This is an optimization exercise on Yosys and OpenROAD, whose aim is small area, a short achievable clock period and few clock cycles, not a production implementation.
Function was checked by simulation only, so behaviour that the tests miss may differ from the original.
Power and IR drop assume default switching activity.

### design/flow/run.sh
#!/bin/bash
# synth_recipe.tcl (not shown) runs the flow's synth.tcl, then flattens the netlist and writes it again
# the make line also repeats each setting of config.mk as NAME=value (left out here)
make -C /OpenROAD-flow-scripts/flow DESIGN_CONFIG=/design/flow/config.mk WORK_HOME=/design/flow/orfs CLKGATE_MAP_FILE= SYNTH_SCRIPT=/design/flow/synth_recipe.tcl finish
### design/flow/config.mk
export PLATFORM = sky130hd
export DESIGN_NAME = agb_env
export DESIGN_NICKNAME = agb_env
export VERILOG_FILES = /design/flow/design.v
export SDC_FILE = /design/flow/constraint.sdc
export NUM_CORES = 4
export LEC_CHECK = 0
export CAP_MARGIN = 20
export CELL_PAD_IN_SITES_DETAIL_PLACEMENT = 1
export CELL_PAD_IN_SITES_GLOBAL_PLACEMENT = 2
export CORE_MARGIN = 2
export CORE_UTILIZATION = 40
export SLEW_MARGIN = 20
### design/flow/constraint.sdc
create_clock -name core_clock -period 28.0 [get_ports {clk}]
set_input_delay 5.6000 -clock core_clock [delete_from_list [all_inputs] [get_ports {clk}]]
set_output_delay 5.6000 -clock core_clock [all_outputs]
set_load 0.01 [all_outputs]
### design/flow/design.v
module agb_env_vol (
    input  wire [14:0] pv,        
    input  wire [7:0]  vm,        
    output wire [7:0]  vol
);
    wire [22:0] prod = pv * vm;
    assign vol = (prod[22:14] > 9'd255) ? 8'd255 : prod[21:14];
endmodule
module agb_env_step (
    input  wire        is_pcm,      
    input  wire        stop,
    input  wire [2:0]  st,          
    input  wire [7:0]  level,
    input  wire [7:0]  from_level,
    input  wire [1:0]  istep,       
    input  wire [2:0]  cnt,         
    input  wire [2:0]  scnt,        
    input  wire [7:0]  att,
    input  wire [7:0]  dec,
    input  wire [7:0]  sus,
    input  wire [7:0]  rel,
    input  wire [15:0] ms,          
    input  wire [15:0] mc,          
    input  wire [7:0]  evol,
    input  wire [7:0]  elen,
    input  wire [3:0]  echo_lvl,    
    input  wire [3:0]  peak,        
    input  wire        sus_bug,
    output reg  [2:0]  st_o,        
    output reg  [7:0]  level_o,
    output reg  [7:0]  from_o,
    output reg  [1:0]  istep_o,
    output reg  [2:0]  cnt_o,
    output reg  [2:0]  scnt_o,
    output reg  [7:0]  elen_o,
    output reg  [3:0]  echo_lvl_o
);
    localparam S_INIT = 3'd0, S_ATK = 3'd1, S_DEC = 3'd2, S_SUS = 3'd3,
               S_REL  = 3'd4, S_ECHO = 3'd5, S_DIE = 3'd6, S_DEAD = 3'd7;
    wire       is_init = (st == S_INIT);
    wire       no_step = (st == S_DIE) || (st == S_DEAD);
    wire       frame   = !is_init && !no_step && (istep == 2'd3);
    wire       rel_tr  = stop && (st == S_ATK || st == S_DEC || st == S_SUS);
    wire [2:0] s       = rel_tr ? ((!is_pcm && rel == 8'd0) ? S_DIE : S_REL) : st;
    wire [3:0] lv      = level[3:0];
    wire [8:0]  sus_prod  = peak * sus[3:0] + 9'd15;
    wire [3:0]  sus_tgt   = sus_prod[7:4];
    wire [12:0] echo_prod = evol * peak + 13'd255;
    wire [3:0]  echo_tgt  = echo_prod[11:8];
    wire [15:0] mul_prod = ms + mc;
    wire [7:0]  n        = mul_prod[15:8];
    wire        p_rel    = (s == S_REL);
    wire        echo_die = (evol == 8'd0) || (elen == 8'd0);
    wire [7:0]  thr      = p_rel ? evol : sus;
    wire        cond     = (n <= thr);
    wire [7:0]  m_alt_lv = p_rel ? (echo_die ? level : evol) : sus;
    wire [2:0]  m_alt_st = p_rel ? (echo_die ? S_DIE : S_ECHO) : S_SUS;
    wire [7:0]  m_lv     = cond ? m_alt_lv : n;
    wire [2:0]  m_st     = cond ? m_alt_st : s;
    wire [8:0]  atk_sum  = {1'b0, level} + {1'b0, att};
    wire        atk_full = (atk_sum >= 9'd255);
    wire [2:0]  c        = rel_tr ? 3'd0 : cnt;
    wire [2:0]  c1       = c + 3'd1;
    wire [7:0]  lim      = (s == S_ATK) ? att : (s == S_DEC) ? dec : rel;
    wire        rate     = ({5'd0, c1} >= lim);
    wire [3:0]  a_lv     = (lv < peak) ? lv + 4'd1 : lv;
    wire        a_full   = (a_lv >= peak);
    wire        a_sus    = a_full && (dec == 8'd0);
    wire [3:0]  d_lv     = (lv > sus_tgt) ? lv - 4'd1 : lv;
    wire        d_sus    = (d_lv <= sus_tgt);
    wire [3:0]  r_lv     = (lv != 4'd0) ? lv - 4'd1 : 4'd0;
    wire        r_end    = (r_lv <= echo_lvl);
    wire        r_die    = (echo_lvl == 4'd0) || (elen == 8'd0);
    wire [2:0]  sc1      = scnt + 3'd1;
    wire        s_set    = !sus_bug || (sc1 == 3'd7);
    always @* begin
        st_o       = st;
        level_o    = level;
        from_o     = from_level;
        istep_o    = istep;
        cnt_o      = cnt;
        scnt_o     = scnt;
        elen_o     = elen;
        echo_lvl_o = echo_lvl;
        if (is_init) begin
            if (stop) begin
                st_o = S_DEAD;
            end else begin
                from_o  = 8'd0;
                istep_o = 2'd0;
                if (is_pcm) begin
                    if (att != 8'd0) begin
                        level_o = att;
                        st_o    = (att == 8'hFF) ? S_DEC : S_ATK;
                    end else begin
                        level_o = 8'hFF;
                        st_o    = (sus == 8'hFF) ? S_SUS : S_DEC;
                    end
                end else begin
                    echo_lvl_o = echo_tgt;
                    cnt_o      = 3'd0;
                    scnt_o     = 3'd0;
                    if (att != 8'd0) begin
                        st_o = S_ATK; level_o = 8'd0;
                    end else if (dec != 8'd0) begin
                        st_o = S_DEC; level_o = {4'd0, peak};
                    end else begin
                        st_o = S_SUS; level_o = {4'd0, sus_tgt};
                    end
                end
            end
        end else if (!no_step) begin
            istep_o = istep + 2'd1;
            if (frame) begin
                from_o = level;
                st_o   = s;
                if (s == S_ECHO) begin
                    elen_o = elen - 8'd1;
                    if (elen == 8'd1) st_o = S_DIE;
                end
                if (is_pcm) begin
                    case (s)
                        S_ATK: begin
                            level_o = atk_full ? 8'hFF : atk_sum[7:0];
                            st_o    = atk_full ? S_DEC : S_ATK;
                        end
                        S_DEC, S_REL: begin
                            level_o = m_lv;
                            st_o    = m_st;
                        end
                        default: ;
                    endcase
                end else begin
                    if (s == S_ATK || s == S_DEC || s == S_SUS)
                        echo_lvl_o = echo_tgt;
                    if (rel_tr) cnt_o = 3'd0;
                    case (s)
                        S_ATK, S_DEC, S_REL: begin
                            cnt_o = rate ? 3'd0 : c1;
                            if (rate) begin
                                case (s)
                                    S_ATK: begin
                                        level_o = {4'd0, a_sus ? sus_tgt : a_lv};
                                        st_o    = a_sus ? S_SUS : a_full ? S_DEC : S_ATK;
                                    end
                                    S_DEC: begin
                                        level_o = {4'd0, d_lv};
                                        st_o    = d_sus ? S_SUS : S_DEC;
                                    end
                                    default: begin
                                        level_o = {4'd0, (r_end && !r_die) ? echo_lvl : r_lv};
                                        st_o    = !r_end ? S_REL : r_die ? S_DIE : S_ECHO;
                                    end
                                endcase
                            end
                        end
                        S_SUS: begin
                            scnt_o = s_set ? 3'd0 : sc1;
                            if (s_set) level_o = {4'd0, sus_tgt};
                        end
                        default: ;
                    endcase
                end
            end
        end
    end
endmodule
module agb_env_gain (
    input  wire        clk,
    input  wire        is_pcm,
    input  wire        is_wave,
    input  wire        die,
    input  wire [7:0]  level,
    input  wire [7:0]  from_level,
    input  wire [1:0]  istep,
    input  wire [7:0]  rvol,
    input  wire [7:0]  lvol,
    input  wire [3:0]  master_vol,
    input  wire        acc_quant,
    input  wire        acc_vol,
    output reg  [23:0] gain_l,      
    output reg  [23:0] gain_r
);
    wire [9:0] e4 = from_level * (2'd3 - istep) + level * ({1'b0, istep} + 3'd1);
    wire [12:0] mvl = ({1'b0, master_vol} + 5'd1) * lvol;
    wire [12:0] mvr = ({1'b0, master_vol} + 5'd1) * rvol;
    reg  [23:0] wave_g;
    always @* begin
        if (level[3:0] <= 4'd1)       wave_g = 24'd0;
        else if (acc_quant)           wave_g = 24'h800000;
        else if (level[3:0] <= 4'd5)  wave_g = 24'h200000;
        else if (level[3:0] <= 4'd9)  wave_g = 24'h400000;
        else if (level[3:0] <= 4'd13) wave_g = 24'h600000;
        else                          wave_g = 24'h800000;
    end
    wire pan_r = (rvol >= lvol) || (lvol[7:1] < rvol);
    wire pan_l = (rvol < lvol) || (rvol[7:1] < lvol);
    reg [9:0]  e4_q;
    reg [12:0] mvl_q, mvr_q;
    reg [2:0]  wave_q;         
    reg        usew_q, panl_q, panr_q;
    reg        pcm_q, die_q;
    always @(posedge clk) begin
        e4_q   <= e4;
        mvl_q  <= mvl;
        mvr_q  <= mvr;
        wave_q <= wave_g[23:21];
        usew_q <= is_wave && acc_vol;
        panl_q <= pan_l;
        panr_q <= pan_r;
        pcm_q  <= is_pcm;
        die_q  <= die;
    end
    wire [5:0]  e4c     = e4_q[5:0];
    wire [23:0] cgb_lin = e4c * 24'd139810 + ({e4c, 1'b0} / 7'd15);
    wire [23:0] cgb_g   = usew_q ? {wave_q, 21'd0} : cgb_lin;
    wire [23:0] cgl_q   = panl_q ? cgb_g : 24'd0;
    wire [23:0] cgr_q   = panr_q ? cgb_g : 24'd0;
    wire [22:0] pcm_l = e4_q * mvl_q;
    wire [22:0] pcm_r = e4_q * mvr_q;
    always @(posedge clk) begin
        gain_l <= die_q ? 24'd0 : pcm_q ? {1'b0, pcm_l} : cgl_q;
        gain_r <= die_q ? 24'd0 : pcm_q ? {1'b0, pcm_r} : cgr_q;
    end
endmodule
module agb_env_csa8 (
    input  wire [7:0]  a,
    input  wire [7:0]  b,
    output wire [15:0] s,
    output wire [15:0] c
);
    wire [15:0] r0 = {8'd0, a & {8{b[0]}}};
    wire [15:0] r1 = {7'd0, a & {8{b[1]}}, 1'd0};
    wire [15:0] r2 = {6'd0, a & {8{b[2]}}, 2'd0};
    wire [15:0] r3 = {5'd0, a & {8{b[3]}}, 3'd0};
    wire [15:0] r4 = {4'd0, a & {8{b[4]}}, 4'd0};
    wire [15:0] r5 = {3'd0, a & {8{b[5]}}, 5'd0};
    wire [15:0] r6 = {2'd0, a & {8{b[6]}}, 6'd0};
    wire [15:0] r7 = {1'd0, a & {8{b[7]}}, 7'd0};
    wire [15:0] s1 = r0 ^ r1 ^ r2;
    wire [15:0] c1 = ((r0 & r1) | (r0 & r2) | (r1 & r2)) << 1;
    wire [15:0] s2 = r3 ^ r4 ^ r5;
    wire [15:0] c2 = ((r3 & r4) | (r3 & r5) | (r4 & r5)) << 1;
    wire [15:0] s3 = s1 ^ c1 ^ s2;
    wire [15:0] c3 = ((s1 & c1) | (s1 & s2) | (c1 & s2)) << 1;
    wire [15:0] s4 = c2 ^ r6 ^ r7;
    wire [15:0] c4 = ((c2 & r6) | (c2 & r7) | (r6 & r7)) << 1;
    wire [15:0] s5 = s3 ^ c3 ^ s4;
    wire [15:0] c5 = ((s3 & c3) | (s3 & s4) | (c3 & s4)) << 1;
    assign s = s5 ^ c5 ^ c4;
    assign c = ((s5 & c5) | (s5 & c4) | (c5 & c4)) << 1;
endmodule
module agb_env (
    input  wire        clk,
    input  wire        rst,
    input  wire        cmd_valid,
    output wire        cmd_ready,
    input  wire [3:0]  cmd_op,
    input  wire [4:0]  cmd_slot,
    input  wire [15:0] cmd_imm,
    input  wire [31:0] cmd_w1,
    input  wire [31:0] cmd_w2,
    input  wire [31:0] cmd_w3,
    input  wire [31:0] cmd_w4,
    output reg         rec_valid,
    output reg  [4:0]  rec_slot,
    output reg  [2:0]  rec_state,
    output reg  [7:0]  rec_level,
    output wire [23:0] rec_gain_l,
    output wire [23:0] rec_gain_r,
    output reg         rsp_valid,
    output reg  [2:0]  rsp_err
);
    localparam N = 32;
    localparam OP_NOP = 4'd0, OP_START = 4'd1, OP_SETVOL = 4'd2, OP_TICKNOTE = 4'd3,
               OP_REL = 4'd4, OP_RELFAST = 4'd5, OP_TICK = 4'd6, OP_CFG = 4'd7;
    localparam E_OK = 3'd0, E_BAD_OPCODE = 3'd1, E_SLOT_BUSY = 3'd3,
               E_BAD_NOTE = 3'd4, E_NO_CHANNEL = 3'd5, E_BAD_TYPE = 3'd6;
    localparam S_INIT = 3'd0, S_ATK = 3'd1, S_DEC = 3'd2, S_SUS = 3'd3,
               S_REL  = 3'd4, S_ECHO = 3'd5, S_DIE = 3'd6, S_DEAD = 3'd7;
    integer i;
    reg        rdy;
    reg        q_v, hold;
    reg [3:0]  q_op;
    reg [4:0]  q_slot;
    reg [15:0] q_imm;
    reg [23:0] q_w1;
    reg [31:0] q_w2, q_w3;
    reg [15:0] q_w4;
    reg        q_is_tick;
    assign cmd_ready = rdy;
    always @(posedge clk) begin
        if (!hold) begin
            q_op      <= cmd_op;
            q_slot    <= cmd_slot;
            q_imm     <= cmd_imm;
            q_w1      <= cmd_w1[23:0];
            q_w2      <= cmd_w2;
            q_w3      <= cmd_w3;
            q_w4      <= cmd_w4[15:0];
            q_is_tick <= (cmd_op == OP_TICK);
        end
    end
    reg [3:0] cfg_master;
    reg       cfg_poly, cfg_quant, cfg_accvol, cfg_susbug;
    reg [N-1:0] live;
    reg [N-1:0] stop;
    reg [2:0]  typ    [0:N-1];
    reg [2:0]  st     [0:N-1];
    reg [7:0]  level  [0:N-1];
    reg [7:0]  fromlv [0:N-1];
    reg [1:0]  istep  [0:N-1];
    reg [7:0]  att    [0:N-1];    
    reg [7:0]  dec    [0:N-1];    
    reg [7:0]  sus    [0:N-1];    
    reg [7:0]  rel    [0:N-1];
    reg [7:0]  evol   [0:N-1];
    reg [7:0]  elen   [0:N-1];
    reg [15:0] length [0:N-1];
    reg [6:0]  vel    [0:N-1];
    reg [7:0]  rpan   [0:N-1];
    reg [7:0]  rvol   [0:N-1];
    reg [7:0]  lvol   [0:N-1];
    reg         busy;        
    reg [N-1:0] pend;        
    reg         fast_ok;     
    function [N-1:0] lowbit(input [N-1:0] v);
        lowbit = v & (~v + 1'b1);
    endfunction
    wire exec      = q_v && !busy && !hold;
    wire q_tick    = exec && q_is_tick;
    wire tick_fast = q_tick && fast_ok;
    wire tick_slow = q_tick && !fast_ok;
    wire stepping  = busy || tick_fast;
    wire do_cmd    = exec && !q_is_tick;
    reg [N-1:0] sel;
    reg [N-1:0] cmd_dec;
    always @* begin
        for (i = 0; i < N; i = i + 1)
            cmd_dec[i] = (cmd_slot == i);
    end
    wire [N-1:0] pend_eff = busy ? pend : (live & ~sel);
    wire [N-1:0] nxt      = lowbit(pend_eff);
    wire [N-1:0] pend_n   = pend_eff & ~nxt;
    wire         last     = (pend_eff == {N{1'b0}});
    wire [N-1:0] lo_live  = lowbit(live);
    wire [N-1:0] slow_pend = live & ~lo_live;
    reg [4:0] sel_bin;
    always @* begin
        sel_bin = 5'd0;
        for (i = 0; i < N; i = i + 1)
            if (sel[i]) sel_bin = sel_bin | i[4:0];
    end
    reg        r_live, r_stop;
    reg [2:0]  r_typ, r_st;
    reg [7:0]  r_level, r_from, r_att, r_dec, r_sus, r_rel, r_evol, r_elen, r_rpan, r_rvol, r_lvol;
    reg [1:0]  r_istep;
    reg [15:0] r_length;
    reg [6:0]  r_vel;
    always @* begin
        r_live = 0; r_stop = 0; r_typ = 0; r_st = 0;
        r_level = 0; r_from = 0; r_att = 0; r_dec = 0; r_sus = 0; r_rel = 0;
        r_evol = 0; r_elen = 0; r_rpan = 0; r_rvol = 0; r_lvol = 0; r_istep = 0;
        r_length = 0; r_vel = 0;
        for (i = 0; i < N; i = i + 1) begin
            r_live   = r_live   | (sel[i] & live[i]);
            r_stop   = r_stop   | (sel[i] & stop[i]);
            r_typ    = r_typ    | ({3{sel[i]}}  & typ[i]);
            r_st     = r_st     | ({3{sel[i]}}  & st[i]);
            r_level  = r_level  | ({8{sel[i]}}  & level[i]);
            r_from   = r_from   | ({8{sel[i]}}  & fromlv[i]);
            r_att    = r_att    | ({8{sel[i]}}  & att[i]);
            r_dec    = r_dec    | ({8{sel[i]}}  & dec[i]);
            r_sus    = r_sus    | ({8{sel[i]}}  & sus[i]);
            r_rel    = r_rel    | ({8{sel[i]}}  & rel[i]);
            r_evol   = r_evol   | ({8{sel[i]}}  & evol[i]);
            r_elen   = r_elen   | ({8{sel[i]}}  & elen[i]);
            r_rpan   = r_rpan   | ({8{sel[i]}}  & rpan[i]);
            r_rvol   = r_rvol   | ({8{sel[i]}}  & rvol[i]);
            r_lvol   = r_lvol   | ({8{sel[i]}}  & lvol[i]);
            r_istep  = r_istep  | ({2{sel[i]}}  & istep[i]);
            r_length = r_length | ({16{sel[i]}} & length[i]);
            r_vel    = r_vel    | ({7{sel[i]}}  & vel[i]);
        end
    end
    wire [2:0] ntype   = q_imm[2:0];
    wire       is_cgb  = (ntype != 3'd0);
    wire [7:0] key_f   = q_w1[7:0];
    wire [7:0] vel_f   = q_w1[15:8];
    wire [7:0] rpan_f  = q_w1[23:16];
    wire [15:0] len_f  = q_w2[15:0];
    wire [7:0] a_f     = q_w3[7:0];
    wire [7:0] d_f     = q_w3[15:8];
    wire [7:0] s_f     = q_w3[23:16];
    wire [7:0] r_f     = q_w3[31:24];
    wire bad_note = key_f[7] || vel_f[7] || (len_f[15] && len_f != 16'hFFFF);
    wire is_start = (q_op == OP_START);
    reg [2:0] err;
    always @* begin
        err = E_OK;
        case (q_op)
            OP_NOP, OP_TICK, OP_CFG: err = E_OK;
            OP_START: begin
                if (ntype > 3'd4)       err = E_BAD_TYPE;
                else if (r_live)        err = E_SLOT_BUSY;
                else if (bad_note)      err = E_BAD_NOTE;
            end
            OP_SETVOL, OP_TICKNOTE, OP_REL, OP_RELFAST: begin
                if (!r_live)            err = E_NO_CHANNEL;
            end
            default: err = E_BAD_OPCODE;
        endcase
    end
    wire cmd_ok   = do_cmd && (err == E_OK);
    wire start_ok = cmd_ok && is_start;
    function [7:0] clamp_cgb(input [7:0] v, input [7:0] lim);
        clamp_cgb = (v > lim) ? lim : v;
    endfunction
    wire [7:0]  vp_rpan = is_start ? rpan_f : r_rpan;
    wire [6:0]  vp_vel  = is_start ? vel_f[6:0] : r_vel;
    wire [7:0]  vp_r    = vp_rpan + 8'd128;           
    wire [7:0]  vp_l    = 8'd127 - vp_rpan;           
    wire [14:0] pv_r    = vp_r * vp_vel;
    wire [14:0] pv_l    = vp_l * vp_vel;
    reg         v_we;
    reg [4:0]   v_slot;
    reg [14:0]  v_pr, v_pl;
    reg [7:0]   v_mr, v_ml;
    wire [7:0]  v_rvol, v_lvol;
    agb_env_vol u_volr (.pv (v_pr), .vm (v_mr), .vol (v_rvol));
    agb_env_vol u_voll (.pv (v_pl), .vm (v_ml), .vol (v_lvol));
    wire vol_now = cmd_ok && (is_start || q_op == OP_SETVOL);
    always @(posedge clk) begin
        v_we   <= vol_now && !rst;
        v_slot <= q_slot;
        v_pr   <= pv_r;
        v_pl   <= pv_l;
        v_mr   <= is_start ? q_w4[7:0]  : q_imm[7:0];
        v_ml   <= is_start ? q_w4[15:8] : q_imm[15:8];
        for (i = 0; i < N; i = i + 1) begin
            if (v_we && v_slot == i) begin
                rvol[i] <= v_rvol;
                lvol[i] <= v_lvol;
            end
        end
    end
    reg        x_step, x_real, x_last, x_rsp;
    reg [N-1:0] x_sel;
    reg [2:0]  x_err;
    reg [4:0]  x_slot;
    reg        x_stop, x_pcm, x_wave;
    reg [2:0]  x_st, x_cnt, x_scnt;
    reg [3:0]  x_echolv, x_peak;
    reg [7:0]  x_level, x_from, x_att, x_dec, x_sus, x_rel, x_evol, x_elen, x_rvol, x_lvol;
    reg [15:0] x_ms, x_mc;
    reg [1:0]  x_istep;
    wire       r_pcm   = (r_typ == 3'd0);
    wire [8:0] r_vsum  = {1'b0, r_rvol} + {1'b0, r_lvol};
    wire       r_torel = (r_st == S_REL) || (r_stop && (r_st == S_ATK || r_st == S_DEC || r_st == S_SUS));
    wire [7:0]  r_mop = r_torel ? r_rel : r_dec;
    wire [7:0]  r_mlv = r_pcm ? r_level : 8'd0;
    wire [15:0] m_s, m_c;
    agb_env_csa8 u_csa (.a (r_mlv), .b (r_mop), .s (m_s), .c (m_c));
    always @(posedge clk) begin
        x_pcm    <= r_pcm;
        x_wave   <= (r_typ == 3'd3);
        x_att    <= r_pcm ? r_att : {5'd0, r_att[2:0]};
        x_dec    <= r_pcm ? r_dec : {5'd0, r_dec[2:0]};
        x_sus    <= r_pcm ? r_sus : {4'd0, r_sus[3:0]};
        x_cnt    <= r_att[5:3];
        x_scnt   <= r_dec[5:3];
        x_echolv <= r_sus[7:4];
        x_peak   <= (r_vsum[8:4] > 5'd15) ? 4'd15 : r_vsum[7:4];
        x_ms     <= m_s;
        x_mc     <= m_c;
        x_slot  <= sel_bin;
        x_sel   <= sel;
        x_stop  <= r_stop;
        x_st    <= r_st;
        x_level <= r_level;
        x_from  <= r_from;
        x_rel   <= r_rel;
        x_evol  <= r_evol;
        x_elen  <= r_elen;
        x_rvol  <= r_rvol;
        x_lvol  <= r_lvol;
        x_istep <= r_istep;
        x_real  <= r_live;
        x_last  <= last;
        x_err   <= err;
    end
    wire [2:0]  n_st, n_cnt, n_scnt;
    wire [7:0]  n_level, n_from, n_elen;
    wire [1:0]  n_istep;
    wire [3:0]  n_echolv;
    agb_env_step u_step (
        .is_pcm (x_pcm), .stop (x_stop), .st (x_st), .level (x_level),
        .from_level (x_from), .istep (x_istep), .cnt (x_cnt), .scnt (x_scnt),
        .att (x_att), .dec (x_dec), .sus (x_sus), .rel (x_rel), .ms (x_ms), .mc (x_mc),
        .evol (x_evol), .elen (x_elen), .echo_lvl (x_echolv), .peak (x_peak),
        .sus_bug (cfg_susbug),
        .st_o (n_st), .level_o (n_level), .from_o (n_from), .istep_o (n_istep),
        .cnt_o (n_cnt), .scnt_o (n_scnt), .elen_o (n_elen), .echo_lvl_o (n_echolv)
    );
    wire x_we  = x_step && x_real;
    wire dying = (n_st == S_DIE) || (n_st == S_DEAD);
    wire [7:0] n_att = x_pcm ? x_att : {2'd0, n_cnt, x_att[2:0]};
    wire [7:0] n_dec = x_pcm ? x_dec : {2'd0, n_scnt, x_dec[2:0]};
    wire [7:0] n_sus = x_pcm ? x_sus : {n_echolv, x_sus[3:0]};
    wire        steal_on   = start_ok && is_cgb && !cfg_poly;
    wire        tn_ok      = cmd_ok && (q_op == OP_TICKNOTE) && (r_length != 16'hFFFF);
    wire        we_cmd_stop = start_ok || (cmd_ok && (q_op == OP_REL || q_op == OP_RELFAST))
                              || (tn_ok && r_length <= 16'd1);
    wire        relfast_st = cmd_ok && (q_op == OP_RELFAST) && r_st != S_DIE && r_st != S_DEAD;
    wire        we_len     = start_ok || (tn_ok && r_length != 16'd0);
    reg  [N-1:0] steal;
    always @* begin
        for (i = 0; i < N; i = i + 1)
            steal[i] = steal_on && live[i] && typ[i] == ntype && st[i] != S_DIE && st[i] != S_DEAD;
    end
    wire [2:0]  wd_st    = x_we ? n_st    : S_INIT;
    wire [7:0]  wd_level = x_we ? n_level : 8'd0;
    wire [7:0]  wd_from  = x_we ? n_from  : 8'd0;
    wire [1:0]  wd_istep = x_we ? n_istep : 2'd0;
    wire [7:0]  wd_att   = x_we ? n_att   : (is_cgb ? clamp_cgb(a_f, 8'd7)  : a_f);
    wire [7:0]  wd_dec   = x_we ? n_dec   : (is_cgb ? clamp_cgb(d_f, 8'd7)  : d_f);
    wire [7:0]  wd_sus   = x_we ? n_sus   : (is_cgb ? clamp_cgb(s_f, 8'd15) : s_f);
    wire [7:0]  wd_elen  = x_we ? n_elen  : q_w2[31:24];
    wire [15:0] wd_len   = start_ok ? len_f : r_length - 16'd1;
    wire acc       = cmd_valid && rdy;
    wire pre_h     = rdy && stepping && last;
    wire hold_n    = cmd_valid && pre_h && (cmd_op != OP_TICK)
                     && (cmd_slot == sel_bin || cmd_op == OP_START);
    wire qtick_n   = acc && (cmd_op == OP_TICK);
    wire cont2     = stepping ? (pend_n != {N{1'b0}}) : tick_slow ? (slow_pend != {N{1'b0}}) : 1'b0;
    always @(posedge clk) begin
        if (rst) begin
            rdy        <= 1'b1;
            q_v        <= 1'b0;
            hold       <= 1'b0;
            busy       <= 1'b0;
            fast_ok    <= 1'b0;
            x_step     <= 1'b0;
            x_rsp      <= 1'b0;
            live       <= {N{1'b0}};
            cfg_master <= 4'd15;
            cfg_poly   <= 1'b0;
            cfg_quant  <= 1'b1;
            cfg_accvol <= 1'b1;
            cfg_susbug <= 1'b1;
        end else begin
            q_v    <= acc || hold;
            hold   <= hold_n;
            rdy    <= !hold_n && !qtick_n && !cont2;
            fast_ok <= (live != {N{1'b0}})
                       && !(vol_now && (sel & (lo_live | (lo_live - 1'b1))) != {N{1'b0}})
                       && !(stepping && (sel & lo_live) != {N{1'b0}});
            x_step <= stepping;
            sel    <= (acc && cmd_op != OP_TICK) ? cmd_dec :
                      hold ? sel : (stepping && !last) ? nxt : lo_live;
            x_rsp  <= do_cmd || (tick_slow && live == {N{1'b0}});
            if (stepping) begin
                busy <= !last;
                pend <= pend_n;
            end else if (tick_slow) begin
                busy <= (live != {N{1'b0}});
                pend <= slow_pend;
            end
            if (cmd_ok && q_op == OP_CFG) begin
                cfg_master <= q_imm[3:0];
                cfg_poly   <= q_imm[4];
                cfg_quant  <= q_imm[5];
                cfg_accvol <= q_imm[6];
                cfg_susbug <= q_imm[7];
            end
            for (i = 0; i < N; i = i + 1) begin
                if ((start_ok && sel[i]) || (x_we && x_sel[i] && dying))
                    live[i] <= start_ok && sel[i];
                if (steal[i] || (we_cmd_stop && sel[i]))
                    stop[i] <= steal[i] || !start_ok;
            end
        end
    end
    always @(posedge clk) begin
        for (i = 0; i < N; i = i + 1) begin
            if ((x_we && x_sel[i]) || (start_ok && sel[i])) begin
                level[i]  <= wd_level;
                fromlv[i] <= wd_from;
                istep[i]  <= wd_istep;
                att[i]    <= wd_att;
                dec[i]    <= wd_dec;
                sus[i]    <= wd_sus;
                elen[i]   <= wd_elen;
            end
            if (steal[i] || (relfast_st && sel[i]))
                st[i] <= S_DIE;
            else if ((x_we && x_sel[i]) || (start_ok && sel[i]))
                st[i] <= wd_st;
            if (start_ok && sel[i]) begin
                typ[i]  <= ntype;
                rel[i]  <= is_cgb ? clamp_cgb(r_f, 8'd7) : r_f;
                evol[i] <= q_w2[23:16];
                vel[i]  <= vel_f[6:0];
                rpan[i] <= rpan_f;
            end
            if (we_len && sel[i])
                length[i] <= wd_len;
        end
    end
    reg        e_rec, e_rsp, e_die, e_pcm, e_wave, e_quant, e_accvol;
    reg [2:0]  e_err, e_st;
    reg [4:0]  e_slot;
    reg [7:0]  e_level, e_from, e_rvol, e_lvol;
    reg [1:0]  e_istep;
    reg [3:0]  e_master;
    always @(posedge clk) begin
        if (rst) begin
            e_rec <= 1'b0;
            e_rsp <= 1'b0;
        end else begin
            e_rec <= x_we && (n_st != S_DEAD);
            e_rsp <= (x_step && x_last) || x_rsp;
        end
        e_err    <= x_rsp ? x_err : E_OK;
        e_slot   <= x_slot;
        e_st     <= n_st;
        e_level  <= n_level;
        e_from   <= n_from;
        e_istep  <= n_istep;
        e_rvol   <= x_rvol;
        e_lvol   <= x_lvol;
        e_die    <= (n_st == S_DIE);
        e_pcm    <= x_pcm;
        e_wave   <= x_wave;
        e_master <= cfg_master;
        e_quant  <= cfg_quant;
        e_accvol <= cfg_accvol;
    end
    reg        g_rec, g_rsp;
    reg [2:0]  g_err, g_st;
    reg [4:0]  g_slot;
    reg [7:0]  g_level;
    agb_env_gain u_gain (
        .clk (clk), .is_pcm (e_pcm), .is_wave (e_wave), .die (e_die),
        .level (e_level), .from_level (e_from), .istep (e_istep),
        .rvol (e_rvol), .lvol (e_lvol), .master_vol (e_master),
        .acc_quant (e_quant), .acc_vol (e_accvol),
        .gain_l (rec_gain_l), .gain_r (rec_gain_r)
    );
    always @(posedge clk) begin
        if (rst) begin
            g_rec     <= 1'b0;
            g_rsp     <= 1'b0;
            rec_valid <= 1'b0;
            rsp_valid <= 1'b0;
        end else begin
            g_rec     <= e_rec;
            g_rsp     <= e_rsp;
            rec_valid <= g_rec;
            rsp_valid <= g_rsp;
        end
        g_err     <= e_err;
        g_st      <= e_st;
        g_slot    <= e_slot;
        g_level   <= e_level;
        rsp_err   <= g_err;
        rec_state <= g_st;
        rec_slot  <= g_slot;
        rec_level <= g_level;
    end
endmodule
==> flow_metrics.tcl, run 1 <==
set metrics [dict create \
    r2r-start "x_peak[2]" \
    fillerInstances 46420 \
    path_buf_inv 2 \
    grt_pass1_wl_mm 1081 \
    vias 127600 \
    syn_inst 13150 \
    yosys_most_used_dff "edfxtp_1" \
    leakagePower_nw 75.66 \
    synth_edf_count 3930 \
    drv_cap 0 \
    critPathCaptureType "register" \
    wire_per_inst_um 38.98 \
    min_path_type "reg2reg" \
    grt_remaining_overflow 0 \
    seq_power_share_pct 32.4 \
    multi_input_area_um2 57070 \
    core_region_area_um2 475100 \
    yosysWarnings 19 \
    area_growth_pct 14.13 \
    cp_slowest_cell "dfxtp_1" \
    gp_congestion 0.8816 \
    worstPathMaxFanout 32 \
    clock_path_buffers 4 \
    worst_pin_slew_ns 1.259 \
    synth_fp_nets 14290 \
    first_global_vias 129800 \
    holdCritStartpoint "x_lvol[3]" \
    drc 0 \
    crit_path_max_incr_delay_ns 1.00 \
    status "finished clean" \
    rsz0062_at_grt "no" \
    crit_required_ns 28.94 \
    drt_pass1_iterations 6 \
    fmax_mhz 125.9 \
    vias_per_cell 6.283 \
    cts_root_buffer "clkbuf_16" \
    clock-sinks 4480 \
    layout-drive-gt1-share_pct 10.04 \
    insertion_delay_ns 1.06 \
    power.density_nw_per_um2 135.0 \
    dpl_cell_area_um2 202200 \
    initial_utilization_pct 40.17 \
    cts_buffers 472 \
    regArea_um2 129000 \
    wl_mm 791.8 \
    ir_drop_v 0.0004112 \
    synth_area_um2 190900 \
    cp_top_family "compound AO/OA/AOI/OAI gates" \
    async_reset_ff_share_pct 0 \
    critical_path_class "reg2reg" \
    synth_seq_cells 4480 \
    cts.htree.levels 5 \
    finalSetupViolCount 0 \
    fin_crit_sh_pct 28.37 \
    hold_buffers 0 \
    ioPinCount 226 \
    die_height_um 694.8 \
    die_area_um2 482700 \
    ys_seq_area_share_pct 67.59 \
    clock_power_share_pct 21.4 \
    rows 253 \
    pwr-share-comb_pct 46.1 \
    slew_headroom_pct 15.91 \
    cts.repair.resized 0 \
    postCtsSetupRepairBufs 0 \
    switching_share_pct 41.42 \
    clk_pin_slew_ns 0.08 \
    fin_skew_ns 0.08003 \
    syn-mean-instance-area_um2 14.52 \
    final_nets 14640 \
    worstPathArrival_ns 8.88 \
    cp-startpoint "x_peak[2]" \
    slew_viol_final 0 \
    drtIter0Drc 15800 \
    hpwl_mm 467.8 \
    p_int_mw 17.23 \
    antenna_found_initial 55 \
    mostFrequentLayoutCells "edfxtp_1 (3930), a22oi_1 (1527), nand2_1 (834), inv_1 (621), dfxtp_1 (545)" \
    die_w_um 694.8 \
    ant_nets 0 \
    finalHoldViolCount 0 \
    grt_max_degree 76 \
    cts_tree "done" \
    ys_types 91 \
    port_buffers 194 \
    cp-start-kind "register" \
    layout_commonest_cell "edfxtp_1" \
    finalSetupTns_ns 0 \
    netSwitchingPower_mw 12.18 \
    track_usage_pct 32.16 \
    period_needed_ns 7.945 \
    final_area_um2 217900 \
]
routing by layer:
metal	vias up	track usage [%]	wire, um
met4	22	10.38	29030
met1	68920	43.41	322400
met5	-	0	130
met3	1310	4.259	58470
li1	51330	-	-
met2	6046	53.85	381700
power groups by stage:
stage                     sequential [mW]  clock, mW  combinational [mW]
after floorplan                      9.56          0                8.04
after global routing                 9.56       6.59                14.8
after global placement               9.68          0                13.3
after CTS                            9.55       6.36                13.8
after detailed placement             9.69          0                13.6
final                                9.54       6.30                13.6
synthesized netlist by cell type (271+ instances only):
cell / instances / area (um2)
fa_1: 498 / 9970
nand2_1: 837 / 3142
and2_1: 396 / 2477
inv_1: 686 / 2575
edfxtp_1: 3930 / 118000
a22oi_1: 1527 / 11460
clkbuf_1: 508 / 1907
a21oi_1: 325 / 1627
nand4_1: 377 / 2359
dfxtp_1: 550 / 11010
ha_1: 483 / 6043
nand3_1: 271 / 1356
nor2_1: 305 / 1145
through the flow:
step | power, mW | std cells | hold WS [ns] | util (%) | setup slack (ns)
2_1_floorplan | 17.60 | 13150 | 0.3096 | - | 19.58
3_3_place_gp | 23.02 | 19400 | 0.3150 | 42.55 | 19.54
3_5_place_dp | 23.31 | 19400 | 0.3132 | 42.57 | 19.51
4_1_cts | 29.67 | 20290 | 0.2767 | 45.81 | 20.08
5_1_grt | 30.98 | 20300 | 0.2908 | 45.84 | 19.66
6_report | 29.41 | 20310 | 0.2741 | 45.85 | 20.06
path summary, 6_finish.rpt:
kind	to	slack, ns	depth (start not counted)
max	st[14][0]	20.06	26
min reg2reg	e_lvol[3]	0.27	0
max reg2reg	st[14][0]	20.06	26
min	e_lvol[3]	0.27	0
logic make-up (layout without fill, tap and decap cells):
| logic type | Yosys count | count (layout) | share of synthesized area (%) |
|---|---|---|---|
| AOI/OAI and AO/OA | 3019 | 3019 | 11.55 |
| muxes | 98 | 98 | 0.5218 |
| adders and majority gates | 989 | 989 | 8.432 |
| xor gates and xnor gates | 269 | 269 | 1.234 |
| buffers and inverters | 1442 | 2214 | 2.865 |
| DFF | 4480 | 4480 | 67.59 |
| and+or+nand+nor | 2851 | 2851 | 7.799 |
| other | 0 | 18 | 0 |
worst register-to-register path, delay by kind of cell, from the launching register on:
kind	cells	cell delay [ns]
adders and majority gates	5	2.03
muxes	2	0.52
DFF	1	1.00
AOI/OAI and AO/OA	11	2.18
buffers and inverters	2	0.57
xor gates and xnor gates	1	0.58
and+or+nand+nor	5	0.96
layout make-up:
class                           count  area share [%]
Multi-Input combinational cell   7226           26.20
Clock inverter                    261           1.094
Tap cell                         6375           3.661
Antenna cell                       18         0.02068
Inverter                          688           1.226
Timing Repair Buffer              633           2.593
Clock buffer                      632           5.978
Sequential cell                  4480           59.23
flip-flops by register name, summed over array words and instances (netlist names), 64 cells and up:
signal / flops
sus: 256
rel: 256
vel: 224
length: 512
elen: 256
lvol: 256
att: 256
dec: 256
rvol: 256
st: 96
fromlv: 256
rpan: 256
istep: 64
level: 256
evol: 256
typ: 96
Testbench counts, summed over its fixed seeds: cycles 33,977.
==> run 2, diff against run 1 <==
--- a/design/flow/design.v
+++ b/design/flow/design.v
@@ -25,6 +25,7 @@
     input  wire [7:0]  elen,
     input  wire [3:0]  echo_lvl,    
     input  wire [3:0]  peak,        
+    input  wire [3:0]  peak_e,      
     input  wire        sus_bug,
     output reg  [2:0]  st_o,        
     output reg  [7:0]  level_o,
@@ -43,9 +44,14 @@
     wire       rel_tr  = stop && (st == S_ATK || st == S_DEC || st == S_SUS);
     wire [2:0] s       = rel_tr ? ((!is_pcm && rel == 8'd0) ? S_DIE : S_REL) : st;
     wire [3:0] lv      = level[3:0];
-    wire [8:0]  sus_prod  = peak * sus[3:0] + 9'd15;
-    wire [3:0]  sus_tgt   = sus_prod[7:4];
-    wire [12:0] echo_prod = evol * peak + 13'd255;
+    reg  [3:0]  sus_tgt;
+    integer     k;
+    always @* begin
+        sus_tgt = 4'd0;
+        for (k = 0; k < 256; k = k + 1)
+            if ({peak, sus[3:0]} == k) sus_tgt = ((k / 16) * (k % 16) + 15) / 16;
+    end
+    wire [12:0] echo_prod = evol * peak_e + 13'd255;
     wire [3:0]  echo_tgt  = echo_prod[11:8];
     wire [15:0] mul_prod = ms + mc;
     wire [7:0]  n        = mul_prod[15:8];
@@ -64,12 +70,12 @@
     wire [7:0]  lim      = (s == S_ATK) ? att : (s == S_DEC) ? dec : rel;
     wire        rate     = ({5'd0, c1} >= lim);
     wire [3:0]  a_lv     = (lv < peak) ? lv + 4'd1 : lv;
-    wire        a_full   = (a_lv >= peak);
+    wire        a_full   = ({1'b0, lv} + 5'd1 >= {1'b0, peak});      
     wire        a_sus    = a_full && (dec == 8'd0);
     wire [3:0]  d_lv     = (lv > sus_tgt) ? lv - 4'd1 : lv;
-    wire        d_sus    = (d_lv <= sus_tgt);
+    wire        d_sus    = ({1'b0, lv} <= {1'b0, sus_tgt} + 5'd1);   
     wire [3:0]  r_lv     = (lv != 4'd0) ? lv - 4'd1 : 4'd0;
-    wire        r_end    = (r_lv <= echo_lvl);
+    wire        r_end    = ({1'b0, lv} <= {1'b0, echo_lvl} + 5'd1);  
     wire        r_die    = (echo_lvl == 4'd0) || (elen == 8'd0);
     wire [2:0]  sc1      = scnt + 3'd1;
     wire        s_set    = !sus_bug || (sc1 == 3'd7);
@@ -284,7 +290,7 @@
     reg [3:0]  q_op;
     reg [4:0]  q_slot;
     reg [15:0] q_imm;
-    reg [23:0] q_w1;
+    reg [16:0] q_w1;         
     reg [31:0] q_w2, q_w3;
     reg [15:0] q_w4;
     reg        q_is_tick;
@@ -294,7 +300,7 @@
             q_op      <= cmd_op;
             q_slot    <= cmd_slot;
             q_imm     <= cmd_imm;
-            q_w1      <= cmd_w1[23:0];
+            q_w1      <= {cmd_w1[23:8], cmd_w1[7]};
             q_w2      <= cmd_w2;
             q_w3      <= cmd_w3;
             q_w4      <= cmd_w4[15:0];
@@ -305,7 +311,7 @@
     reg       cfg_poly, cfg_quant, cfg_accvol, cfg_susbug;
     reg [N-1:0] live;
     reg [N-1:0] stop;
-    reg [2:0]  typ    [0:N-1];
+    reg [N-1:0] pcm;              
     reg [2:0]  st     [0:N-1];
     reg [7:0]  level  [0:N-1];
     reg [7:0]  fromlv [0:N-1];
@@ -313,7 +319,7 @@
     reg [7:0]  att    [0:N-1];    
     reg [7:0]  dec    [0:N-1];    
     reg [7:0]  sus    [0:N-1];    
-    reg [7:0]  rel    [0:N-1];
+    reg [7:0]  rel    [0:N-1];    
     reg [7:0]  evol   [0:N-1];
     reg [7:0]  elen   [0:N-1];
     reg [15:0] length [0:N-1];
@@ -322,7 +328,6 @@
     reg [7:0]  rvol   [0:N-1];
     reg [7:0]  lvol   [0:N-1];
     reg         busy;        
-    reg [N-1:0] pend;        
     reg         fast_ok;     
     function [N-1:0] lowbit(input [N-1:0] v);
         lowbit = v & (~v + 1'b1);
@@ -339,7 +344,7 @@
         for (i = 0; i < N; i = i + 1)
             cmd_dec[i] = (cmd_slot == i);
     end
-    wire [N-1:0] pend_eff = busy ? pend : (live & ~sel);
+    wire [N-1:0] pend_eff = live & ~(sel | (sel - 1'b1));
     wire [N-1:0] nxt      = lowbit(pend_eff);
     wire [N-1:0] pend_n   = pend_eff & ~nxt;
     wire         last     = (pend_eff == {N{1'b0}});
@@ -352,20 +357,21 @@
             if (sel[i]) sel_bin = sel_bin | i[4:0];
     end
     reg        r_live, r_stop;
-    reg [2:0]  r_typ, r_st;
+    reg        r_pcm;
+    reg [2:0]  r_st;
     reg [7:0]  r_level, r_from, r_att, r_dec, r_sus, r_rel, r_evol, r_elen, r_rpan, r_rvol, r_lvol;
     reg [1:0]  r_istep;
     reg [15:0] r_length;
     reg [6:0]  r_vel;
     always @* begin
-        r_live = 0; r_stop = 0; r_typ = 0; r_st = 0;
+        r_live = 0; r_stop = 0; r_pcm = 0; r_st = 0;
         r_level = 0; r_from = 0; r_att = 0; r_dec = 0; r_sus = 0; r_rel = 0;
         r_evol = 0; r_elen = 0; r_rpan = 0; r_rvol = 0; r_lvol = 0; r_istep = 0;
         r_length = 0; r_vel = 0;
         for (i = 0; i < N; i = i + 1) begin
             r_live   = r_live   | (sel[i] & live[i]);
             r_stop   = r_stop   | (sel[i] & stop[i]);
-            r_typ    = r_typ    | ({3{sel[i]}}  & typ[i]);
+            r_pcm    = r_pcm    | (sel[i] & pcm[i]);
             r_st     = r_st     | ({3{sel[i]}}  & st[i]);
             r_level  = r_level  | ({8{sel[i]}}  & level[i]);
             r_from   = r_from   | ({8{sel[i]}}  & fromlv[i]);
@@ -385,15 +391,15 @@
     end
     wire [2:0] ntype   = q_imm[2:0];
     wire       is_cgb  = (ntype != 3'd0);
-    wire [7:0] key_f   = q_w1[7:0];
-    wire [7:0] vel_f   = q_w1[15:8];
-    wire [7:0] rpan_f  = q_w1[23:16];
+    wire       key_hi  = q_w1[0];
+    wire [7:0] vel_f   = q_w1[8:1];
+    wire [7:0] rpan_f  = q_w1[16:9];
     wire [15:0] len_f  = q_w2[15:0];
     wire [7:0] a_f     = q_w3[7:0];
     wire [7:0] d_f     = q_w3[15:8];
     wire [7:0] s_f     = q_w3[23:16];
     wire [7:0] r_f     = q_w3[31:24];
-    wire bad_note = key_f[7] || vel_f[7] || (len_f[15] && len_f != 16'hFFFF);
+    wire bad_note = key_hi || vel_f[7] || (len_f[15] && len_f != 16'hFFFF);
     wire is_start = (q_op == OP_START);
     reg [2:0] err;
     always @* begin
@@ -444,18 +450,25 @@
             end
         end
     end
-    reg        x_step, x_real, x_last, x_rsp;
-    reg [N-1:0] x_sel;
+    wire [7:0] st_att = is_cgb ? clamp_cgb(a_f, 8'd7)  : a_f;
+    wire [7:0] st_dec = is_cgb ? clamp_cgb(d_f, 8'd7)  : d_f;
+    wire [7:0] st_sus = is_cgb ? clamp_cgb(s_f, 8'd15) : s_f;
+    reg        x_step, x_real, x_last, x_rsp, x_start;
+    reg [N-1:0] x_sel;       
     reg [2:0]  x_err;
     reg [4:0]  x_slot;
+    always @* begin
+        for (i = 0; i < N; i = i + 1)
+            x_sel[i] = (x_slot == i);
+    end
     reg        x_stop, x_pcm, x_wave;
     reg [2:0]  x_st, x_cnt, x_scnt;
-    reg [3:0]  x_echolv, x_peak;
+    reg [3:0]  x_echolv, x_peak, x_peake;
     reg [7:0]  x_level, x_from, x_att, x_dec, x_sus, x_rel, x_evol, x_elen, x_rvol, x_lvol;
     reg [15:0] x_ms, x_mc;
     reg [1:0]  x_istep;
-    wire       r_pcm   = (r_typ == 3'd0);
     wire [8:0] r_vsum  = {1'b0, r_rvol} + {1'b0, r_lvol};
+    wire [3:0] r_peak  = (r_vsum[8:4] > 5'd15) ? 4'd15 : r_vsum[7:4];
     wire       r_torel = (r_st == S_REL) || (r_stop && (r_st == S_ATK || r_st == S_DEC || r_st == S_SUS));
     wire [7:0]  r_mop = r_torel ? r_rel : r_dec;
     wire [7:0]  r_mlv = r_pcm ? r_level : 8'd0;
@@ -463,25 +476,25 @@
     agb_env_csa8 u_csa (.a (r_mlv), .b (r_mop), .s (m_s), .c (m_c));
     always @(posedge clk) begin
         x_pcm    <= r_pcm;
-        x_wave   <= (r_typ == 3'd3);
-        x_att    <= r_pcm ? r_att : {5'd0, r_att[2:0]};
-        x_dec    <= r_pcm ? r_dec : {5'd0, r_dec[2:0]};
-        x_sus    <= r_pcm ? r_sus : {4'd0, r_sus[3:0]};
+        x_wave   <= !r_pcm && r_rel[4:3] == 2'd2;
+        x_att    <= start_ok ? st_att : r_pcm ? r_att : {5'd0, r_att[2:0]};
+        x_dec    <= start_ok ? st_dec : r_pcm ? r_dec : {5'd0, r_dec[2:0]};
+        x_sus    <= start_ok ? st_sus : r_pcm ? r_sus : {4'd0, r_sus[3:0]};
         x_cnt    <= r_att[5:3];
         x_scnt   <= r_dec[5:3];
         x_echolv <= r_sus[7:4];
-        x_peak   <= (r_vsum[8:4] > 5'd15) ? 4'd15 : r_vsum[7:4];
+        x_peak   <= r_peak;
+        x_peake  <= r_pcm ? 4'd0 : r_peak;     
         x_ms     <= m_s;
         x_mc     <= m_c;
         x_slot  <= sel_bin;
-        x_sel   <= sel;
         x_stop  <= r_stop;
         x_st    <= r_st;
         x_level <= r_level;
         x_from  <= r_from;
-        x_rel   <= r_rel;
+        x_rel   <= r_pcm ? r_rel : {5'd0, r_rel[2:0]};
         x_evol  <= r_evol;
-        x_elen  <= r_elen;
+        x_elen  <= start_ok ? q_w2[31:24] : r_elen;
         x_rvol  <= r_rvol;
         x_lvol  <= r_lvol;
         x_istep <= r_istep;
@@ -497,7 +510,7 @@
         .is_pcm (x_pcm), .stop (x_stop), .st (x_st), .level (x_level),
         .from_level (x_from), .istep (x_istep), .cnt (x_cnt), .scnt (x_scnt),
         .att (x_att), .dec (x_dec), .sus (x_sus), .rel (x_rel), .ms (x_ms), .mc (x_mc),
-        .evol (x_evol), .elen (x_elen), .echo_lvl (x_echolv), .peak (x_peak),
+        .evol (x_evol), .elen (x_elen), .echo_lvl (x_echolv), .peak (x_peak), .peak_e (x_peake),
         .sus_bug (cfg_susbug),
         .st_o (n_st), .level_o (n_level), .from_o (n_from), .istep_o (n_istep),
         .cnt_o (n_cnt), .scnt_o (n_scnt), .elen_o (n_elen), .echo_lvl_o (n_echolv)
@@ -511,26 +524,30 @@
     wire        tn_ok      = cmd_ok && (q_op == OP_TICKNOTE) && (r_length != 16'hFFFF);
     wire        we_cmd_stop = start_ok || (cmd_ok && (q_op == OP_REL || q_op == OP_RELFAST))
                               || (tn_ok && r_length <= 16'd1);
-    wire        relfast_st = cmd_ok && (q_op == OP_RELFAST) && r_st != S_DIE && r_st != S_DEAD;
+    wire        x_new_hit  = x_start && (x_sel & sel) != {N{1'b0}};
+    wire        relfast_st = cmd_ok && (q_op == OP_RELFAST) && (x_new_hit || (r_st != S_DIE && r_st != S_DEAD));
     wire        we_len     = start_ok || (tn_ok && r_length != 16'd0);
+    wire [7:0]  rel_c = clamp_cgb(r_f, 8'd7);
     reg  [N-1:0] steal;
     always @* begin
         for (i = 0; i < N; i = i + 1)
-            steal[i] = steal_on && live[i] && typ[i] == ntype && st[i] != S_DIE && st[i] != S_DEAD;
+            steal[i] = steal_on && live[i] && !pcm[i] && rel[i][4:3] == ntype[1:0] - 2'd1
+                       && ((x_start && x_sel[i]) || (st[i] != S_DIE && st[i] != S_DEAD));
     end
-    wire [2:0]  wd_st    = x_we ? n_st    : S_INIT;
-    wire [7:0]  wd_level = x_we ? n_level : 8'd0;
-    wire [7:0]  wd_from  = x_we ? n_from  : 8'd0;
-    wire [1:0]  wd_istep = x_we ? n_istep : 2'd0;
-    wire [7:0]  wd_att   = x_we ? n_att   : (is_cgb ? clamp_cgb(a_f, 8'd7)  : a_f);
-    wire [7:0]  wd_dec   = x_we ? n_dec   : (is_cgb ? clamp_cgb(d_f, 8'd7)  : d_f);
-    wire [7:0]  wd_sus   = x_we ? n_sus   : (is_cgb ? clamp_cgb(s_f, 8'd15) : s_f);
-    wire [7:0]  wd_elen  = x_we ? n_elen  : q_w2[31:24];
+    wire        x_wr     = x_we || x_start;
+    wire [2:0]  wd_st    = x_start ? S_INIT : n_st;
+    wire [7:0]  wd_level = x_start ? 8'd0   : n_level;
+    wire [7:0]  wd_from  = x_start ? 8'd0   : n_from;
+    wire [1:0]  wd_istep = x_start ? 2'd0   : n_istep;
+    wire [7:0]  wd_att   = x_start ? x_att  : n_att;
+    wire [7:0]  wd_dec   = x_start ? x_dec  : n_dec;
+    wire [7:0]  wd_sus   = x_start ? x_sus  : n_sus;
+    wire [7:0]  wd_elen  = x_start ? x_elen : n_elen;
     wire [15:0] wd_len   = start_ok ? len_f : r_length - 16'd1;
     wire acc       = cmd_valid && rdy;
     wire pre_h     = rdy && stepping && last;
     wire hold_n    = cmd_valid && pre_h && (cmd_op != OP_TICK)
-                     && (cmd_slot == sel_bin || cmd_op == OP_START);
+                     && (cmd_slot == sel_bin);
     wire qtick_n   = acc && (cmd_op == OP_TICK);
     wire cont2     = stepping ? (pend_n != {N{1'b0}}) : tick_slow ? (slow_pend != {N{1'b0}}) : 1'b0;
     always @(posedge clk) begin
@@ -542,6 +559,7 @@
             fast_ok    <= 1'b0;
             x_step     <= 1'b0;
             x_rsp      <= 1'b0;
+            x_start    <= 1'b0;
             live       <= {N{1'b0}};
             cfg_master <= 4'd15;
             cfg_poly   <= 1'b0;
@@ -556,15 +574,14 @@
                        && !(vol_now && (sel & (lo_live | (lo_live - 1'b1))) != {N{1'b0}})
                        && !(stepping && (sel & lo_live) != {N{1'b0}});
             x_step <= stepping;
+            x_start <= start_ok;
             sel    <= (acc && cmd_op != OP_TICK) ? cmd_dec :
                       hold ? sel : (stepping && !last) ? nxt : lo_live;
             x_rsp  <= do_cmd || (tick_slow && live == {N{1'b0}});
             if (stepping) begin
                 busy <= !last;
-                pend <= pend_n;
             end else if (tick_slow) begin
                 busy <= (live != {N{1'b0}});
-                pend <= slow_pend;
             end
             if (cmd_ok && q_op == OP_CFG) begin
                 cfg_master <= q_imm[3:0];
@@ -583,7 +600,7 @@
     end
     always @(posedge clk) begin
         for (i = 0; i < N; i = i + 1) begin
-            if ((x_we && x_sel[i]) || (start_ok && sel[i])) begin
+            if (x_wr && x_sel[i]) begin
                 level[i]  <= wd_level;
                 fromlv[i] <= wd_from;
                 istep[i]  <= wd_istep;
@@ -594,11 +611,11 @@
             end
             if (steal[i] || (relfast_st && sel[i]))
                 st[i] <= S_DIE;
-            else if ((x_we && x_sel[i]) || (start_ok && sel[i]))
+            else if (x_wr && x_sel[i])
                 st[i] <= wd_st;
             if (start_ok && sel[i]) begin
-                typ[i]  <= ntype;
-                rel[i]  <= is_cgb ? clamp_cgb(r_f, 8'd7) : r_f;
+                pcm[i]  <= !is_cgb;
+                rel[i]  <= is_cgb ? {3'd0, ntype[1:0] - 2'd1, rel_c[2:0]} : r_f;
                 evol[i] <= q_w2[23:16];
                 vel[i]  <= vel_f[6:0];
                 rpan[i] <= rpan_f;
==> design/flow/config.mk (replaced) <==
export PLATFORM = sky130hd
export DESIGN_NAME = agb_env
export DESIGN_NICKNAME = agb_env
export VERILOG_FILES = /design/flow/design.v
export SDC_FILE = /design/flow/constraint.sdc
export NUM_CORES = 4
export LEC_CHECK = 0
export CAP_MARGIN = 20
export CORE_MARGIN = 2
export CORE_UTILIZATION = 50
export CTS_CLUSTER_DIAMETER = 60
export CTS_CLUSTER_SIZE = 20
export SLEW_MARGIN = 20
==> run 2 against run 1 <==
  * Still clean on timing, DRC and antenna
  * Register-to-register slack improved by 0.33 ns
  * Area after synthesis decreased by 1.5%
  * Worst hold slack improved by 0.056 ns
  * Critical endpoint is now rec_slot[0]
==> flow_metrics.tcl, run 2 <==
set metrics [dict create \
    status "finished clean" \
    cp-start-kind "register" \
    die_area_um2 381000 \
    grt_remaining_overflow 0 \
    layout_commonest_cell "edfxtp_1" \
    dp_slack_ns 19.74 \
    clock_path_buffers 4 \
    final_area_um2 209700 \
    min_path_type "reg2reg" \
    dpl_cell_area_um2 197400 \
    cts_root_buffer "clkbuf_16" \
    insertion_delay_ns 1.01 \
    layout-drive-gt1-share_pct 9.474 \
    antenna_found_initial 35 \
    grt_max_degree 79 \
    final_nets 14520 \
    ant_nets 0 \
    initial_utilization_pct 50.15 \
    synth_top_cell_area_share_pct 61.24 \
    finalHoldViolCount 0 \
    wl_mm 706.9 \
    cts_buffers 350 \
    track_usage_pct 36.34 \
    vias 128300 \
    cp_top_family "buffers and inverters" \
    drt_pass1_iterations 8 \
    synthTopCellsByCount "edfxtp_1 (3835), a22oi_1 (1407), nand2_1 (829)" \
    clock-sinks 4358 \
    ioPinCount 226 \
    slew_viol_final 0 \
    vias_per_cell 6.860 \
    synth_seq_cells 4358 \
    fillerInstances 30110 \
    die_height_um 617.3 \
    path_cells "clkdlybuf4s50_1" \
    port_buffers 194 \
    rows 225 \
    mostFrequentLayoutCells "edfxtp_1 (3835), a22oi_1 (1407), nand2_1 (823), inv_1 (663), dfxtp_1 (514)" \
    cts.repair.resized 0 \
    synth_area_um2 188100 \
    syn-mean-instance-area_um2 14.24 \
    final_util_pct 55.92 \
    path_buf_inv 1 \
    synth_area_leader_cell "edfxtp_1" \
    gp_congestion 0.9558 \
    worstPathMaxFanout 1 \
    crit_required_ns 22.40 \
    yosys_most_used_dff "edfxtp_1" \
    slew_headroom_pct 17.70 \
    synth_fp_nets 14330 \
    critical_path_class "reg2out" \
    drv_cap 0 \
    die_w_um 617.3 \
    timing.final.ws_setup_ns 20.37 \
    syn_inst 13200 \
    hold_slack_ns 0.3298 \
    synth_area_leaders "edfxtp_1 (61%), a22oi_1 (5.6%), dfxtp_1 (5.6%)" \
    wire_per_inst_um 37.80 \
    worstPathArrival_ns 2.03 \
    leakagePower_nw 72.64 \
    async_reset_ff_share_pct 0 \
    finalSetupTns_ns 0 \
    use_met3_pct 7.306 \
    cp_slowest_cell "clkdlybuf4s50_1" \
    finalSetupViolCount 0 \
    use_met2_pct 57.03 \
    hpwl_mm 417.2 \
    hold_buffers 0 \
    grt_use_met1_pct 49.12 \
    synth_edf_count 3835 \
    top_register "length" \
    power.density_nw_per_um2 134.3 \
    fmax_mhz 131.1 \
    synth.most_common_cell "edfxtp_1" \
    core_region_area_um2 375000 \
    cts_tree "done" \
    fin_crit_sh_pct 27.25 \
    yosysWarnings 18 \
    critPathCaptureType "output pin" \
    grt_pass1_wl_mm 969.4 \
    largest_reg_flops 512 \
    cts.htree.levels 5 \
    period_needed_ns 7.629 \
    area_growth_pct 11.51 \
    ys_seq_area_share_pct 66.81 \
    rsz0062_at_grt "no" \
    first_global_vias 122500 \
    grt.busiest_layer "met2" \
    worst_pin_slew_ns 1.234 \
    drtIter0Drc 19950 \
    clk_pin_slew_ns 0.08 \
    fin_skew_ns 0.06757 \
    crit_path_max_incr_delay_ns 0.73 \
    ys_types 99 \
    drc 0 \
    postCtsSetupRepairBufs 0 \
    ir_drop_v 0.0005836 \
]
[run 2: changes by cell type after synthesis, sizes merged, moves of 50 or more]
cell    delta
a21boi    -61
a221o     +61
a221oi    +74
a22o      +97
a22oi    -120
and2      -67
edfxtp    -95
mux2i     -59
nor2     +201
nor2b     -50
nor3      +69
[run 2: final timing paths]
kind / startpoint / slack (ns) / depth (start not counted) / end
max reg2reg: sel[1] / 20.39 / 18 / x_ms[7]
min: x_rvol[4] / 0.33 / 0 / e_rvol[4]
min reg2reg: x_rvol[4] / 0.33 / 0 / e_rvol[4]
max: rec_slot[0] / 20.37 / 1 / rec_slot[0]
[run 2: cells by family (layout without fill, tap and decap cells)]
group | after synthesis | after routing | synth area share [%]
xor+xnor | 242 | 242 | 1.127
compound gates | 3140 | 3140 | 12.39
flops | 4358 | 4358 | 66.81
other cells | 0 | 31 | 0
fa+ha+maj | 974 | 974 | 8.441
simple gates | 2966 | 2966 | 8.022
buf+inv | 1495 | 1970 | 3.053
mux | 29 | 29 | 0.1557
[run 2: report_power, final]
| group | switching, mW | internal, mW |
|---|---|---|
| Clock | 2.61 | 2.60 |
| Combinational | 8.78 | 4.67 |
| Sequential | 0.175 | 9.31 |
[run 2: final cells by class]
cell class                 count  area, um2  share of cell area, %
tap                         4994       6248                  2.980
timing repair buffer         614       5429                  2.589
clock inverter               243       2759                  1.316
inverter                     720       2790                  1.331
sequential                  4358     125600                  59.92
clock buffer                 393       9173                  4.374
multi-input combinational   7351      57570                  27.46
antenna                       31      77.57                0.03699
[run 2: metrics by stage]
step | power (mW) | instances
floorplan | 18.19 | 13200
global placement | 22.65 | 18030
detailed placement | 22.91 | 18030
CTS | 28.12 | 18670
global route | 29.68 | 18690
finish | 28.16 | 18700
[run 2: per-layer routing]
| metal | part of all wire (%) | vias up |
|---|---|---|
| li1 | - | 51290 |
| met1 | 37 | 66110 |
| met2 | 46 | 9224 |
| met3 | 12 | 1676 |
| met4 | 5.4 | 14 |
| met5 | 0.015 | - |
Testbench counts of run 2, summed over its fixed seeds: cycles 33,457.
==> run 3, diff against run 2 <==
--- a/design/flow/config.mk
+++ b/design/flow/config.mk
@@ -8,6 +8,6 @@
 export CAP_MARGIN = 20
 export CORE_MARGIN = 2
 export CORE_UTILIZATION = 50
-export CTS_CLUSTER_DIAMETER = 60
-export CTS_CLUSTER_SIZE = 20
+export CTS_CLUSTER_DIAMETER = 70
+export CTS_CLUSTER_SIZE = 25
 export SLEW_MARGIN = 20
==> run 3 against run 2 <==
  * Worst hold slack improved by 0.0012 ns
  * Via count decreased by 0.83%
  * Combinational power about the same
  * Critical endpoint is now rec_state[2]
  * Sequential cell count unchanged
==> flow_metrics.tcl, run 3 <==
set metrics [dict create \
    worstPathArrival_ns 2.07 \
    core_region_area_um2 375000 \
    antenna_found_initial 48 \
    syn_inst 13200 \
    hold_slack_ns 0.3311 \
    first_global_vias 121200 \
    timing.final.ws_setup_ns 20.33 \
    power.density_nw_per_um2 131.3 \
    clock-sinks 4358 \
    drv_cap 0 \
    grt_pass1_wl_mm 964.1 \
    critical_path_class "reg2out" \
    grt_remaining_overflow 0 \
    synth_area_um2 188100 \
    crit_required_ns 22.40 \
    fin_crit_sh_pct 27.38 \
    drtIter0Drc 20290 \
    die_w_um 617.3 \
    synth_edf_count 3835 \
    worstPathMaxFanout 1 \
    grt_max_degree 79 \
    ioPinCount 226 \
    synth.most_common_cell "edfxtp_1" \
    finalNonFillerCells 18510 \
    wl_mm 703.7 \
    synth_top_cell_area_share_pct 61.24 \
    synthTopCellsByCount "edfxtp_1 (3835), a22oi_1 (1407), nand2_1 (829)" \
    ys_types 99 \
    die_area_um2 381000 \
    cp_slowest_cell "clkdlybuf4s50_1" \
    gp_congestion 0.9558 \
    synth_area_leaders "edfxtp_1 (61%), a22oi_1 (5.6%), dfxtp_1 (5.6%)" \
    slew_headroom_pct 17.23 \
    postCtsSetupRepairBufs 0 \
    drt_pass1_iterations 7 \
    slew_viol_final 0 \
    fmax_mhz 130.4 \
    leakagePower_nw 70.90 \
    top_register "length" \
    track_usage_pct 36.18 \
    critPathCaptureType "output pin" \
    path_cells "clkdlybuf4s50_1" \
    final_nets 14410 \
    finalHoldViolCount 0 \
    cts_buffers 245 \
    syn-mean-instance-area_um2 14.24 \
    finalSetupViolCount 0 \
    rsz0062_at_grt "no" \
    vias_per_cell 6.874 \
    finalSetupTns_ns 0 \
    yosysWarnings 18 \
    async_reset_ff_share_pct 0 \
    hold_buffers 0 \
    min_path_type "reg2reg" \
    synth_seq_cells 4358 \
    cts.htree.levels 4 \
    fin_skew_ns 0.09047 \
    cp_top_family "buffers and inverters" \
    worst_pin_slew_ns 1.230 \
    hpwl_mm 417.2 \
    layout-drive-gt1-share_pct 7.937 \
    cp-start-kind "register" \
    synth_area_leader_cell "edfxtp_1" \
    yosys_most_used_dff "edfxtp_1" \
    clock_path_buffers 4 \
    vias 127200 \
    rows 225 \
    crit_path_max_incr_delay_ns 0.68 \
    cts_root_buffer "clkbuf_16" \
    clk_pin_slew_ns 0.08 \
    path_buf_inv 1 \
    layout_commonest_cell "edfxtp_1" \
    cts.repair.resized 0 \
    largest_reg_flops 512 \
    initial_utilization_pct 50.15 \
    drc 0 \
    ys_seq_area_share_pct 66.81 \
    mostFrequentLayoutCells "edfxtp_1 (3835), a22oi_1 (1407), nand2_1 (823), inv_1 (663), dfxtp_1 (514)" \
    die_height_um 617.3 \
    period_needed_ns 7.667 \
    port_buffers 194 \
    synth_fp_nets 14330 \
    dp_slack_ns 19.74 \
    placed_cells 18030 \
    status "finished clean" \
    area_growth_pct 9.585 \
    ant_nets 0 \
    wire_per_inst_um 38.01 \
    ir_drop_v 0.0005751 \
    insertion_delay_ns 1.06 \
    total_power_mw 27.05 \
    cts_tree "done" \
]
-- run 3: cell counts after synthesis --
No cell type changed its count.
-- run 3: routing by layer --
layer  vias to the layer above  GRT usage [%]  part of all wire, %
met1                     65530          49.00                   37
met5                         -              0                0.034
met4                        40          15.34                  5.1
met3                      1588          7.299                   12
met2                      9125          57.15                   46
li1                      50960              -                    -
-- run 3: cells by family after synthesis --
group / after synthesis / synth area share [%]
fa+ha+maj: 974 / 8.441
buf+inv: 1495 / 3.053
simple gates: 2966 / 8.022
compound gates: 3140 / 12.39
flops: 4358 / 66.81
mux: 29 / 0.1557
xor+xnor: 242 / 1.127
-- run 3: area by class of cell --
cell class | instances | area [um2]
tap | 4994 | 6248
antenna | 24 | 60.06
sequential | 4358 | 125600
clock buffer | 325 | 6566
multi-input combinational | 7351 | 57560
inverter | 720 | 2790
timing repair buffer | 614 | 5431
fill | 30440 | 168900
clock inverter | 126 | 1773
-- run 3: stage by stage --
step / instance area [um2] / utilization (%)
2_1_floorplan: 188100 / -
3_3_place_gp: 197300 / 52.62
3_5_place_dp: 197400 / 52.64
4_1_cts: 205700 / 54.86
5_1_grt: 206000 / 54.95
6_report: 206100 / 54.96
-- run 3: final timing paths --
path / slack [ns] / from / endpoint / cells after the start
worst max-delay path: 20.33 / rec_state[2] / rec_state[2] / 1
worst min register to register: 0.33 / g_level[5] / rec_level[5] / 0
worst max register to register: 20.37 / sel[1] / x_ms[7] / 18
worst min-delay path: 0.33 / g_level[5] / rec_level[5] / 0
-- run 3: power breakdown --
group | internal [mW] | switching [mW]
Clock | 1.81 | 2.35
Combinational | 4.67 | 8.74
Sequential | 9.31 | 0.176
Total | 15.8 | 11.3

-- separate check: timing with driven ports --
No port has a modelled driver above. Below, the same layouts with a new extraction and two added sets of constraints.
Step 1, drivers: a clkbuf_16 drives clk and a buf_2 each remaining input, both assumed.
Step 2 also shifts input and output timing later by t, the mid clock arrival at the registers, as if the neighbouring blocks saw the same clock.
Slacks: ideal / step 1 / step 2; pairs: ideal / step 1.
| run | t, ns | slack for setup (ns) | clock arrival spread, ns |
|---|---|---|---|
| run 1 | 1.147 | 20.055 / 20.055 / 19.476 | 0.080 / 0.080 |
| run 2 | 1.078 | 20.371 / 20.262 / 19.642 | 0.076 / 0.076 |
| run 3 | 1.118 | 20.333 / 20.225 / 19.644 | 0.102 / 0.102 |
After both steps every run listed still meets setup and hold. For run 2, which loses most, drivers alone change the setup slack by -0.109 ns; drivers and shift together by -0.729 ns.
